Source: an optimization exercise on an open RTL-to-GDS flow (aim: small area, a short achievable clock period and few clock cycles per item). Production flows keep margins and buffers that such runs may drop.
Where RTL was checked, it was by simulation tests only, not by an equivalence proof against the original.
No driver is modelled on the clock port, so clocking that relies on it looks cheaper here than on a real chip.
Power is estimated from default activity; no workload was simulated.

==> flow/design.v <==
module pms7003_parse (
    input  wire         clk,
    input  wire         rst,           
    input  wire         in_valid,
    output wire         in_ready,
    input  wire [7:0]   in_data,
    input  wire         in_last,
    input  wire [31:0]  now,
    output reg          out_valid,
    output wire [2:0]   out_err,       
    output wire [191:0] out_fields,    
    output wire [16:0]  out_count,     
    output wire [12:0]  out_est10,     
    output reg  [31:0]  out_ts
);
    assign in_ready = 1'b1;
    reg [5:0] idx;
    always @(posedge clk) begin
        if (rst)
            idx <= 6'd0;
        else if (in_valid) begin
            if (in_last)
                idx <= 6'd0;
            else if (idx != 6'd32)
                idx <= idx + 6'd1;
        end
    end
    reg [7:0] d_q;
    always @(posedge clk)
        if (in_valid)
            d_q <= in_data;
    reg [7:0] fb [4:27];
    integer k;
    always @(posedge clk) begin
        for (k = 4; k < 28; k = k + 1)
            if (k == 22 || k == 23) begin
                if (idx == k)
                    fb[k] <= in_data;
            end else if (idx == k + 1)
                fb[k] <= d_q;
    end
    genvar g;
    generate
        for (g = 0; g < 12; g = g + 1) begin : g_fields
            assign out_fields[16*g +: 16] = {fb[4 + 2*g], fb[5 + 2*g]};
        end
    endgenerate
    reg sync0, sync1;
    always @(posedge clk) begin
        if (idx == 6'd1) sync0 <= (d_q == 8'h42);
        if (idx == 6'd2) sync1 <= (d_q == 8'h4D);
    end
    reg       add_q;        
    reg       first_q;      
    reg [7:0] lo, hi;
    reg       c8;
    wire [8:0] lo_n = {1'b0, first_q ? 8'd0 : lo} + {1'b0, d_q};
    wire       c_n  = add_q & lo_n[8] & ~first_q;
    wire [7:0] hi_0 = hi + {7'd0, c8};
    wire [7:0] hi_1 = hi + {6'd0, c8, ~c8};
    reg        hi_ok0, hi_ok1, hi_c;
    always @(posedge clk) begin
        add_q   <= in_valid & (idx < 6'd30);
        first_q <= (idx == 6'd0);
        if (add_q)
            lo <= lo_n[7:0];
        c8 <= c_n;
        hi <= (add_q & first_q) ? 8'd0 : hi_0;
        if (idx == 6'd30) begin
            hi_ok0 <= (hi_0 == in_data);
            hi_ok1 <= (hi_1 == in_data);
            hi_c   <= c_n;
        end
    end
    wire hi_ok = hi_c ? hi_ok1 : hi_ok0;
    wire lo_ok = (lo == in_data);
    reg [1:0] err;
    always @(posedge clk) begin
        if (rst)
            out_valid <= 1'b0;
        else
            out_valid <= in_valid & in_last;
        if (idx != 6'd31)
            err <= 2'd1;
        else if (!(sync0 & sync1))
            err <= 2'd2;
        else if (!(hi_ok & lo_ok))
            err <= 2'd3;
        else
            err <= 2'd0;
        out_ts <= now;
    end
    assign out_err = {1'b0, err};
    wire [8:0] cnt_lo_n = {1'b0, fb[17]} - {1'b0, fb[23]};
    reg  [7:0] cnt_lo;
    reg        cnt_b;
    reg  [8:0] cnt_hi;
    wire [9:0] cnt_hi_n = {1'b0, fb[16], 1'b1} + {1'b1, ~fb[22], ~cnt_b};
    always @(posedge clk) begin
        cnt_lo <= cnt_lo_n[7:0];
        cnt_b  <= cnt_lo_n[8];
        cnt_hi <= cnt_hi_n[9:1];
    end
    assign out_count = {cnt_hi, cnt_lo};
    localparam [28:0] A = 29'd63216501;
    reg [7:0]  ph;
    reg [2:0]  dig;
    reg [25:0] acc;
    always @(posedge clk) begin
        ph <= {ph[6:0], in_valid & (idx == 6'd23)};
        dig <= ({3{ph[1]}} & out_count[2:0])
             | ({3{ph[2]}} & out_count[5:3])
             | ({3{ph[3]}} & out_count[8:6])
             | ({3{ph[4]}} & out_count[11:9])
             | ({3{ph[5]}} & out_count[14:12])
             | ({3{ph[6]}} & {out_count[16], out_count[16:15]});
    end
    wire       top = ph[7];
    reg [28:0] term;
    integer v;
    always @(*) begin
        term = 29'd0;
        for (v = 1; v < 8; v = v + 1)
            term = term | ({29{!top && dig == v}} & (A * v));
        term = term | ({29{top && dig == 3'd0}} & 29'd16384)
                    | ({29{top && dig == 3'd1}} & (A + 29'd16384))
                    | ({29{top && dig == 3'd6}} & (29'd16384 - A * 2))
                    | ({29{top && dig == 3'd7}} & (29'd16384 - A));
    end
    wire [28:0] acc_sum = {3'd0, acc} + term;
    wire        run     = |ph[7:2];
    always @(posedge clk) begin
        if (ph[0])
            acc <= 26'd0;
        else if (run)
            acc <= acc_sum[28:3];
    end
    assign out_est10 = acc[24:12];
endmodule
clock: 10.0 ns
lec_check: 0
cap_margin: 20
core_margin: 2
core_utilization: 65
cts_buf_list: sky130_fd_sc_hd__clkbuf_16
cts_cluster_diameter: 100
cts_cluster_size: 30
slew_margin: 20
standard.sh (not shown) runs the stock make flow with config.mk's settings and CLKGATE_MAP_FILE= SYNTH_SCRIPT=/design/flow/synth_recipe.tcl, a recipe that flattens the netlist after the stock synthesis.
==> flow/flow/run.sh <==
#!/bin/bash
# Standard ORFS layout, with the port buffers made of the smallest buffer cell
# and timing repair aiming for a 3 ns path.
set -euo pipefail
export BUFFER_PORTS_ARGS="-buffer_cell sky130_fd_sc_hd__buf_1"
bash standard.sh SETUP_SLACK_MARGIN=7.0 finish > standard.log 2>&1
The starting point completed with no timing, DRC or antenna violations.
==> next run, changes <==
--- a/flow/flow/run.sh
+++ b/flow/flow/run.sh
@@ -4,3 +4,3 @@
 set -euo pipefail
 export BUFFER_PORTS_ARGS="-buffer_cell sky130_fd_sc_hd__buf_1"
-bash standard.sh SETUP_SLACK_MARGIN=7.0 finish > standard.log 2>&1
+bash standard.sh SETUP_SLACK_MARGIN=6.8 finish > standard.log 2>&1
--- a/flow/config.mk
+++ b/flow/config.mk
@@ -8,5 +8,5 @@
 export CAP_MARGIN = 20
 export CORE_MARGIN = 2
-export CORE_UTILIZATION = 65
+export CORE_UTILIZATION = 80
 export CTS_BUF_LIST = sky130_fd_sc_hd__clkbuf_16
 export CTS_CLUSTER_DIAMETER = 100
After rerunning: Final area falls by 9.0%; sequential share of layout area rises by 4.9 points; power rises by 1.6%.
Function was not checked in any run of this note: the RTL went through the layout flow alone.

* * *

// pms7003_parse: RTL as listed in full above, without the edits since
clock: 10.0 ns
lec_check: 0
cap_margin: 20
core_margin: 2
core_utilization: 65
cts_buf_list: sky130_fd_sc_hd__clkbuf_16
cts_cluster_diameter: 100
cts_cluster_size: 30
slew_margin: 20
==> flow/flow/run.sh <==
#!/bin/bash
# Standard ORFS layout, with the port buffers made of the smallest buffer cell
# and timing repair aiming for a 3 ns path.
set -euo pipefail
export BUFFER_PORTS_ARGS="-buffer_cell sky130_fd_sc_hd__buf_1"
bash standard.sh SETUP_SLACK_MARGIN=6.8 finish > standard.log 2>&1
==> next run, changes <==
--- a/flow/flow/run.sh
+++ b/flow/flow/run.sh
@@ -4,3 +4,3 @@
 set -euo pipefail
 export BUFFER_PORTS_ARGS="-buffer_cell sky130_fd_sc_hd__buf_1"
-bash standard.sh SETUP_SLACK_MARGIN=6.8 finish > standard.log 2>&1
+bash standard.sh SETUP_SLACK_MARGIN=6.6 finish > standard.log 2>&1
=> Worst setup slack degrades by 0.082 ns; routed wire length falls by 0.88%; power hardly moves; global-route usage falls by 0.19 points; area after synthesis stays the same.
No run of this note included a check of the RTL's function; only the layout flow was run.

* * *

Another version of the RTL of pms7003_parse (not shown whole).
For scale: about 1000 cells after synthesis, about 340 flip-flops, roughly 300 I/O pins, ~0.013 mm2 of cells after synthesis.
export LEC_CHECK = 0
export CAP_MARGIN = 20
export CORE_MARGIN = 2
export CORE_UTILIZATION = 65
export CTS_BUF_LIST = sky130_fd_sc_hd__clkbuf_16
export CTS_CLUSTER_DIAMETER = 100
export CTS_CLUSTER_SIZE = 30
export SLEW_MARGIN = 20
create_clock -name core_clock -period 10.0 [get_ports {clk}]
==> flow/flow/run.sh <==
#!/bin/bash
# Layout flow: the standard ORFS flow (standard.sh) with three changes.
#  1. The port buffers that global placement inserts are the smallest buffer
#     cell, sky130_fd_sc_hd__buf_1 (every input and output port still gets one).
#  2. After clock tree synthesis, flow/clktree.tcl flattens the clock tree: the
#     H-tree's intermediate buffers are taken out and the leaf buffers are split
#     into four groups by location, each driven by its own root buffer, which
#     the clock port drives (four cell pins on the port). Every register's clock
#     still passes through the same number of buffers.
#  3. The rest of the flow (global route with its repair, detailed route,
#     finish) runs with a setup slack margin of 7 ns, so that timing repair
#     aims for 3 ns paths; the design is still constrained at the design's
#     10 ns clock.
# Each step's full output goes to its own log file in this folder.
set -euo pipefail
export BUFFER_PORTS_ARGS="-buffer_cell sky130_fd_sc_hd__buf_1"
bash standard.sh cts > standard_cts.log 2>&1
openroad -no_init -exit flow/clktree.tcl > clktree.log 2>&1
bash standard.sh SETUP_SLACK_MARGIN=7.14 finish > standard.log 2>&1
Other scripts of this flow, unchanged in this note and not shown: flow/flow/clktree.tcl
The baseline went through all stages and came out clean.
Testbench counts at the start, summed over its fixed seeds: cycles 64,008, frames 2,000.
Edit:
==> flow/flow/run.sh (replaced) <==
#!/bin/bash
# Standard ORFS layout, with the port buffers made of the smallest buffer cell.
# After clock tree synthesis, the clock root buffer drives the leaf buffers
# directly (the H-tree's intermediate buffers are taken out); the rest of the
# flow (global route with its timing repair, detailed route) then runs as usual.
set -euo pipefail
export BUFFER_PORTS_ARGS="-buffer_cell sky130_fd_sc_hd__buf_1"
bash standard.sh cts > standard_cts.log 2>&1
openroad -no_init -exit flow/clktree.tcl > clktree.log 2>&1
bash standard.sh SETUP_SLACK_MARGIN=7.0 finish > standard.log 2>&1
Settings changed: CORE_UTILIZATION 65 to 70.
Result:
- wire length went down by 3.0%
- worst setup slack loses 0.025 ns
- global-route usage increases by 1.4 points
- clock skew went down by 0.0030 ns
- via count came out lower by 1.8%

[re-timing with driven ports]
Ports are ideal in the flow. The routed layouts listed here were re-timed in OpenROAD. Step 1, drivers: a clkbuf_16 drives clk and a buf_2 each remaining input, both assumed. Step 2 moves the port delays by t, midway between the first and last clock arrival at a register: inputs arrive t later, outputs are due t later. That takes back most of the time a late clock gives input paths. Slacks: no drivers / after step 1 / after step 2; pairs: no drivers / after step 1.
| run | t, ns | slack for setup (ns) | hold slack, ns | latest minus earliest clock arrival (ns) | cell pins on the clock port's net |
|---|---|---|---|---|---|
| the first run of note 1 | 0.537 | 6.870 / 6.824 / 6.600 | 0.406 / 0.406 / 0.406 | 0.020 / 0.020 | 1 |
| the second run of note 1 | 0.553 | 6.751 / 6.704 / 6.292 | 0.412 / 0.412 / 0.412 | 0.038 / 0.037 | 1 |
| the first run of note 2 | 0.540 | 6.814 / 6.771 / 6.455 | 0.401 / 0.401 / 0.401 | 0.024 / 0.023 | 1 |
| the second run of note 2 | 0.540 | 6.733 / 6.733 / 6.321 | 0.399 / 0.399 / 0.399 | 0.021 / 0.021 | 1 |
| the first run of note 3 | 0.406 | 7.043 / 6.946 / 6.763 | 0.408 / 0.408 / 0.408 | 0.028 / 0.029 | 4 |
| the second run of note 3 | 0.407 | 7.018 / 6.920 / 6.738 | 0.411 / 0.411 / 0.411 | 0.032 / 0.031 | 4 |
After both steps every run listed still meets setup and hold. For the second run of note 1, which loses most, drivers alone change the setup slack by -0.047 ns; drivers and shift together by -0.459 ns.
